Background: an optimization exercise with open tools, aiming at small area, a short achievable clock period and few clock cycles per item. Do not read the settings as production practice. Function was checked by simulation only, so behaviour that the tests miss may differ from the original. Power figures rest on the tool's default switching activity, not on a simulated workload.

v31:
==> flow/design.v <==
module vesc_cmd_encoder (
    input  wire        clk,
    input  wire        rst,          
    input  wire        in_valid,
    output wire        in_ready,
    input  wire [2:0]  in_cmd,       
    input  wire [63:0] in_arg,       
    output reg         out_valid,
    input  wire        out_ready,
    output reg  [1:0]  out_status,   
    output reg  [3:0]  out_len,      
    output reg  [79:0] out_frame     
);
    reg v0, v1, xv;
    reg rdy;                               
    wire adv = ~xv;                        
    wire ld  = ~out_valid | out_ready;     
    assign in_ready = rdy;
    reg [2:0]  c0;
    reg [63:0] a0;
    reg        kA, kB, kC, kD, sv0;
    always @(posedge clk) begin
        if (adv) begin
            c0  <= in_cmd;
            a0  <= in_arg;
            kA  <= (in_cmd == 3'd0) | (in_cmd == 3'd1) | (in_cmd == 3'd5);    
            kB  <= (in_cmd == 3'd3) | (in_cmd == 3'd4) | (in_cmd == 3'd7);    
            kC  <= (in_cmd == 3'd2);                                          
            kD  <= (in_cmd == 3'd6);                                          
            sv0 <= (in_cmd == 3'd7);
        end
    end
    wire has_arg0 = c0[2] | c0[1];
    wire        s0      = a0[63];
    wire [10:0] e0      = a0[62:52];
    wire [51:0] f0      = a0[51:0];
    wire        enz0    = |e0;
    wire [52:0] m0      = {enz0, f0};
    wire [10:0] eeff0   = {e0[10:1], e0[0] | ~enz0};
    wire        nonfin0 = &e0;
    wire        fnz0    = |f0;
    wire        gt_one0 = e0[10] | ((e0 == 11'h3FF) & fnz0);
    wire        dom0    = kC ? gt_one0 :
                          sv0 ? (gt_one0 | (s0 & (enz0 | fnz0))) : 1'b0;
    wire [12:0] sh0    = (kA ? 13'd1055 : kB ? 13'd1045 : kC ? 13'd1038 : 13'd1035) - {2'b0, eeff0};
    wire        shneg0 = sh0[12];
    wire        zero0  = ~has_arg0 | (~sh0[12] & (sh0[11:0] > 12'd34));
    wire        dp = kA | (kB & (m0 >= 53'd4611686018427388)) |
                     (kC & (m0 >= 53'd5902958103587057)) |
                     (kD & (m0 >= 53'd4722366482869646));
    wire [69:0] mw = {17'd0, m0};
    wire [69:0] t1 = mw << 14;
    wire [69:0] t2 = ~((kB ? (mw << 9) : 70'd0) | (kC ? (mw << 12) : 70'd0) |
                       (kD ? (mw << 10) : 70'd0)) & {70{~kA}};
    wire [69:0] t3 = (kB ? (mw << 7) : 70'd0) | ((kC | kD) ? (mw << 8) : 70'd0);
    wire [69:0] t4 = kC ? ~(mw << 6) : kD ? (mw << 3) : 70'd0;
    wire [69:0] t5 = (kC ? (mw << 4) : 70'd0) | (kD ? mw : 70'd0);
    wire [69:0] t6 = kC ? (mw << 2) : 70'd0;
    reg  [69:0] th;
    integer j;
    always @(*) begin
        th = {56'd0, dp, ~dp, 12'd0};
        for (j = 33; j < 70; j = j + 1)
            th[j] = s0 ? (j - 33 >= sh0[5:0]) : (j - 33 == sh0[5:0]);
    end
    wire [69:0] ww = t1 + t2 + t3 + t4 + t5 + t6 + th + {68'd0, kC, ~kA};    
    wire [35:0] r0 = ww[69:34];
    reg [35:0] r1;
    reg [2:0]  c1;
    reg        s1, zero1, nonfin1, rng1;
    reg [5:0]  sh1;
    always @(posedge clk) begin
        if (adv) begin
            r1 <= r0; c1 <= c0; s1 <= s0; sh1 <= sh0[5:0];
            zero1 <= zero0; nonfin1 <= nonfin0 & has_arg0; rng1 <= has_arg0 & (dom0 | shneg0);
        end
    end
    wire        zq1   = zero1 | r1[35];
    wire [35:0] f     = r1 >> sh1;
    wire [31:0] q1    = zq1 ? 32'd0 : (f[31:0] ^ {32{s1}});
    wire        ovf1  = ~zq1 & (|f[35:31]);
    wire [1:0]  st1   = nonfin1 ? 2'd1 : (rng1 | ovf1) ? 2'd2 : 2'd0;
    reg [31:0] qx;
    reg [1:0]  stx;
    reg [2:0]  cx;
    always @(posedge clk) begin
        if (adv) begin
            qx <= q1; stx <= st1; cx <= c1;
        end
    end
    wire [31:0] q      = xv ? qx : q1;
    wire [1:0]  status = xv ? stx : st1;
    wire [2:0]  c3     = xv ? cx : c1;
    wire        ok     = (status == 2'd0);
    wire        has_arg3 = c3[2] | c3[1];
    wire        w2_3     = (c3 == 3'd7);
    wire        w4_3     = has_arg3 & ~w2_3;
    reg  [7:0]  cmd_id3;
    always @(*) begin
        case (c3)
            3'd0: cmd_id3 = 8'h00;
            3'd1: cmd_id3 = 8'h04;
            3'd2: cmd_id3 = 8'h05;
            3'd3: cmd_id3 = 8'h06;
            3'd4: cmd_id3 = 8'h07;
            3'd5: cmd_id3 = 8'h08;
            3'd6: cmd_id3 = 8'h09;
            default: cmd_id3 = 8'h0C;
        endcase
    end
    function [15:0] crc16_byte(input [15:0] crc_in, input [7:0] data);
        integer b;
        reg [15:0] cc;
        begin
            cc = crc_in ^ {data, 8'h00};
            for (b = 0; b < 8; b = b + 1)
                cc = cc[15] ? ((cc << 1) ^ 16'h1021) : (cc << 1);
            crc16_byte = cc;
        end
    endfunction
    function [15:0] crc_q(input [31:0] qq);
        crc_q = crc16_byte(crc16_byte(crc16_byte(crc16_byte(16'h0, qq[31:24]), qq[23:16]),
                                      qq[15:8]), qq[7:0]);
    endfunction
    reg [15:0] crc_c;
    always @(*) begin
        case (c3)
            3'd0:    crc_c = crc16_byte(16'h0, 8'h00);
            3'd1:    crc_c = crc16_byte(16'h0, 8'h04);
            3'd7:    crc_c = crc16_byte(crc16_byte(crc16_byte(16'h0, 8'h0C), 8'h00), 8'h00);
            default: crc_c = crc16_byte(crc16_byte(crc16_byte(crc16_byte(crc16_byte(16'h0,
                                 cmd_id3), 8'h00), 8'h00), 8'h00), 8'h00);
        endcase
    end
    wire [15:0] crc = crc_c ^ crc_q(q);
    reg [79:0] frame;
    reg [3:0]  flen;
    always @(*) begin
        frame = 80'd0;
        flen  = 4'd0;
        if (ok) begin
            if (w4_3) begin
                flen  = 4'd10;
                frame = {8'h02, 8'h05, cmd_id3, q, crc, 8'h03};
            end else if (w2_3) begin
                flen  = 4'd8;
                frame = {8'h02, 8'h03, 8'h0C, q[15:0], crc, 8'h03, 16'd0};
            end else begin
                flen  = 4'd6;
                frame = {8'h02, 8'h01, cmd_id3, crc, 8'h03, 32'd0};
            end
        end
    end
    wire src_v = xv | (v1 & adv);
    wire xv_n  = ~rst & ~ld & (xv | v1);
    always @(posedge clk) begin
        if (rst) begin
            v0 <= 1'b0; v1 <= 1'b0; out_valid <= 1'b0;
        end else begin
            if (adv) begin
                v0 <= in_valid;
                v1 <= v0;
            end
            out_valid <= ld ? src_v : 1'b1;
        end
        xv  <= xv_n;
        rdy <= ~xv_n;
    end
    always @(posedge clk) begin
        if (ld) begin
            out_status <= status;
            out_len    <= flen;
            out_frame  <= frame;
        end
    end
endmodule
Settings: LEC_CHECK=0, CAP_MARGIN=20, CORE_MARGIN=2, CORE_UTILIZATION=40, SETUP_SLACK_MARGIN=2, SLEW_MARGIN=20; clock period 36.0 ns.
standard.sh (not shown) runs the stock make flow with config.mk's settings and CLKGATE_MAP_FILE= SYNTH_SCRIPT=/design/flow/synth_recipe.tcl, a recipe that flattens the netlist after the stock synthesis.
==> flow/flow/run.sh <==
#!/bin/bash
set -euo pipefail
bash standard.sh finish 'BUFFER_PORTS_ARGS=-buffer_cell sky130_fd_sc_hd__buf_2' > standard_finish.log 2>&1
Testbench counts of v31, summed over its fixed seeds: cycles 8,024, items 8,000.
Input changes introduced in v15 (baseline for comparison: v31):
--- a/flow/design.v
+++ b/flow/design.v
@@ -31,4 +31,22 @@
         end
     end
+    function geq_t(input [52:0] mv, input [52:0] tv);
+        reg [63:0] g, e;
+        integer i, l;
+        begin
+            g = 64'd0;
+            e = {64{1'b1}};
+            for (i = 0; i < 53; i = i + 1) begin
+                g[i] = mv[i] & ~tv[i];
+                e[i] = ~(mv[i] ^ tv[i]);
+            end
+            for (l = 1; l < 64; l = l * 2)
+                for (i = 0; i < 64; i = i + 2 * l) begin
+                    g[i] = g[i + l] | (e[i + l] & g[i]);
+                    e[i] = e[i + l] & e[i];
+                end
+            geq_t = g[0] | e[0];
+        end
+    endfunction
     wire has_arg0 = c0[2] | c0[1];
     wire        s0      = a0[63];
@@ -46,7 +64,7 @@
     wire        shneg0 = sh0[12];
     wire        zero0  = ~has_arg0 | (~sh0[12] & (sh0[11:0] > 12'd34));
-    wire        dp = kA | (kB & (m0 >= 53'd4611686018427388)) |
-                     (kC & (m0 >= 53'd5902958103587057)) |
-                     (kD & (m0 >= 53'd4722366482869646));
+    wire        dp = kA | (kB & geq_t(m0, 53'd4611686018427388)) |
+                     (kC & geq_t(m0, 53'd5902958103587057)) |
+                     (kD & geq_t(m0, 53'd4722366482869646));
     wire [69:0] mw = {17'd0, m0};
     wire [69:0] t1 = mw << 14;
==> comparison <==
Re part of the total power dissipated in the clock network: v31 was higher than v15.
When v15 is measured against v31, its register area share after synthesis turns out 0.36 points higher.
Going from v31 to v15, proportion of register bits with asynchronous set or reset after synthesis essentially unchanged, arrival time at the worst endpoint decreased 0.34 ns, synthesized area decreased about 1.5%, worst setup slack increased 0.32 ns, cell count after placement decreased 74.
Area added between synthesis and finish was lower in the run labelled v15.
In v15 the adder-cell share of the synthesized area turned out 0.39 points higher than in v31.
Portion of the clock cycle consumed by the worst path in the final layout was higher in the run labelled v31.
In the tables for v31 and v15, total power consumption of the routed design reads lower with v31.
On v15: top achievable clock speed is 4.1 MHz higher than what v31 gave.
Testbench counts of v15, summed over its fixed seeds: cycles 8,024, items 8,000.

-- separate check: timing with driven ports --
In the flow no input, the clock included, has a driving cell. The finished layouts below were timed again as built, in two steps. Step 1 assumes that a clkbuf_16 drives the clock port and a buf_2 every other input. Step 2 times the ports against the registers' clock, not the clock port: input delays grow and output delays shrink by t, the midpoint of the rising clock arrivals with the driver on. Three values: no drivers, after step 1, after step 2; two values: the first two.
run | t, ns | slack for setup (ns) | hold WS [ns] | latest minus earliest clock arrival (ns)
v31 | 0.658 | 27.091 / 27.091 / 27.091 | 0.456 / 0.456 / 0.456 | 0.031 / 0.032
v15 | 0.635 | 27.409 / 27.409 / 27.409 | 0.426 / 0.426 / 0.426 | 0.031 / 0.031
After both steps setup and hold are still met in every run listed.
